This is an optimization exercise on Yosys and OpenROAD, whose aim is small area, a short achievable clock period and few clock cycles, not a production implementation.
Only simulation tests tie the RTL to the original design; equivalence was not proved.
Power is estimated from default activity; no workload was simulated.

== build 20 ==
## cc1_codec
module cc1_codec (
    input  wire        clk,
    input  wire        rst,           
    input  wire        cmd_valid,
    input  wire [31:0] cmd,
    output wire        ready,
    input  wire [7:0]  buf_we,
    input  wire [63:0] buf_wdata,
    input  wire [8:0]  arg_we,
    input  wire [71:0] arg_wdata,
    output wire [63:0] buf_q,
    output wire [71:0] arg_q,
    output wire [71:0] out_q,
    output wire [7:0]  res,
    output wire [7:0]  status
);
For scale: roughly 270 flip-flops, ~410 I/O pins, roughly 17000 um^2 of cells after synthesis.
==> flow/config.mk <==
export PLATFORM = sky130hd
export DESIGN_NAME = cc1_codec
export DESIGN_NICKNAME = cc1_codec
export VERILOG_FILES = /design/flow/design.v
export SDC_FILE = /design/flow/constraint.sdc
export NUM_CORES = 4
export LEC_CHECK = 0
export CAP_MARGIN = 20
export CORE_MARGIN = 2
export CORE_UTILIZATION = 40
export PLACE_DENSITY = 0.6
export SLEW_MARGIN = 20
export TNS_END_PERCENT = 0
==> flow/constraint.sdc <==
create_clock -name core_clock -period 10.0 [get_ports {clk}]
set_input_delay 2.0000 -clock core_clock [delete_from_list [all_inputs] [get_ports {clk}]]
set_output_delay 2.0000 -clock core_clock [all_outputs]
set_load 0.01 [all_outputs]
standard.sh (not shown) runs the stock make flow with config.mk's settings and CLKGATE_MAP_FILE= SYNTH_SCRIPT=/design/flow/synth_recipe.tcl, a recipe that flattens the netlist after the stock synthesis.
==> flow/flow/run.sh <==
#!/bin/bash
# ORFS layout via the standard.sh, in stages:
#  - port buffers from sky130_fd_sc_hd__buf_1 instead of the default cell;
#  - synthesis, floorplan and placement with the default setup margin;
set -euo pipefail
export BUFFER_PORTS_ARGS="-buffer_cell sky130_fd_sc_hd__buf_1"
bash standard.sh synth > make_synth.log 2>&1
bash standard.sh floorplan > make_floorplan.log 2>&1
bash standard.sh place > make_place.log 2>&1
export SETUP_SLACK_MARGIN=$(cat flow/margin.txt)
bash standard.sh > make_finish.log 2>&1
==> flow/flow/margin.txt <==
6.0
Testbench counts of build 20, summed over its fixed seeds: cycles 27,999.
Here is what was changed in the inputs of build 92 compared with build 20.
==> flow/flow/run.sh <==
#!/bin/bash
# ORFS layout via the standard.sh, in stages:
#  - port buffers from sky130_fd_sc_hd__buf_1 instead of the default cell;
#  - the three-input XOR/XNOR cells added to the platform's DONT_USE_CELLS,
#    so the CRC networks map to two-input XORs;
#  - synthesis, floorplan and placement with the default setup margin;
set -euo pipefail
export BUFFER_PORTS_ARGS="-buffer_cell sky130_fd_sc_hd__buf_1"
base=$(make -s -C "$FLOW_HOME" DESIGN_CONFIG="$PWD/config.mk" WORK_HOME="$PWD/orfs" print-DONT_USE_CELLS 2> make_print.log | sed -n 's/^DONT_USE_CELLS: //p')
du="DONT_USE_CELLS=$base sky130_fd_sc_hd__xor3_1 sky130_fd_sc_hd__xor3_2 sky130_fd_sc_hd__xor3_4 sky130_fd_sc_hd__xnor3_1 sky130_fd_sc_hd__xnor3_2 sky130_fd_sc_hd__xnor3_4"
echo "$du" > dont_use.txt
bash standard.sh synth "$du" > make_synth.log 2>&1
bash standard.sh floorplan "$du" > make_floorplan.log 2>&1
bash standard.sh place "$du" > make_place.log 2>&1
export SETUP_SLACK_MARGIN=$(cat flow/margin.txt)
bash standard.sh finish "$du" > make_finish.log 2>&1
==> flow/flow/margin.txt <==
6.5
Results
- Build 92 | stages: all done | timing, DRC, antenna: all pass
- The number of clock-tree buffers in the layout in build 92 is 1.17 times that in build 20.
- Of build 92 and build 20, the higher final net count belongs to build 92.
- From build 20 to build 92 the numbers moved as follows: transition at the pin with the smallest max-transition slack now larger, synthesized area comparable, combinational power now smaller, global-route wire length before repair now larger.
- Critical path depth, build 92 and build 20: larger value in build 20
- Build 92 vs. build 20: post-detailed-routing wire length higher, synthesized cell count +29, cell area reported after detailed placement held steady.
Edits applied to the flow inputs when going from build 92 to build 35:
==> flow/flow/run.sh <==
#!/bin/bash
# ORFS layout via the standard.sh, in stages:
#  - port buffers from sky130_fd_sc_hd__buf_1 instead of the default cell;
#  - synthesis, floorplan and placement with the default setup margin;
set -euo pipefail
export BUFFER_PORTS_ARGS="-buffer_cell sky130_fd_sc_hd__buf_1"
bash standard.sh synth > make_synth.log 2>&1
bash standard.sh floorplan > make_floorplan.log 2>&1
bash standard.sh place > make_place.log 2>&1
export SETUP_SLACK_MARGIN=$(cat flow/margin.txt)
bash standard.sh > make_finish.log 2>&1
==> flow/flow/margin.txt <==
7.0
Notes after the runs:
[build 35] fmax rose about 18% relative to build 92. In build 35, the final area came out about 1.2% above the value in build 92. | final critical-path setup slack | build 35 vs build 92 | better |.
Inputs modified between build 35 and build 51:
Settings: PLACE_DENSITY changed from 0.6 to 0.5; CORE_UTILIZATION changed from 40 to 30.
==> flow/flow/margin.txt <==
6.5
==> run summary <==
Result for build 35 and build 51: all clean. The non-clock buffer count reported for build 51 is smaller than that of build 35 by about 2.3%. The lower average wire per cell in the routed design came out of build 51. Build 51: maximum frequency from static timing analysis is 2.2% lower than what build 35 reported. Between build 35 and build 51, the worst hold slack does not differ in any meaningful way.

[static timing again, ports no longer ideal]
The flow's constraints put no driver on any port. The routed layouts listed below were extracted and timed again, unchanged, in two steps. Step 1, drivers: a clkbuf_16 drives clk and a buf_2 each remaining input, both assumed. Step 2, shift: input delay + t, output delay - t, t = (earliest + latest rising clock arrival at the registers) / 2. This alone moves slack from input paths to output paths. Three values: ideal, step 1, step 2; two values: the first two.
run | t, ns | setup WS [ns] | worst hold slack (ns) | clock arrival spread, ns | slew at the worst register clock pin (ns)
build 20 | 0.638 | 5.828 / 5.865 / 5.227 | 0.454 / 0.454 / 0.454 | 0.014 / 0.014 | 0.07 / 0.07
build 92 | 0.630 | 5.357 / 5.389 / 4.759 | 0.459 / 0.459 / 0.459 | 0.018 / 0.018 | 0.06 / 0.06
build 35 | 0.638 | 6.076 / 6.104 / 5.466 | 0.455 / 0.455 / 0.455 | 0.014 / 0.014 | 0.07 / 0.07
build 51 | 0.595 | 5.989 / 6.024 / 5.429 | 0.454 / 0.454 / 0.454 | 0.029 / 0.029 | 0.06 / 0.06
After both steps setup and hold are still met in every run listed. For build 35, which loses most, drivers alone change the setup slack by +0.028 ns; drivers and shift together by -0.610 ns.
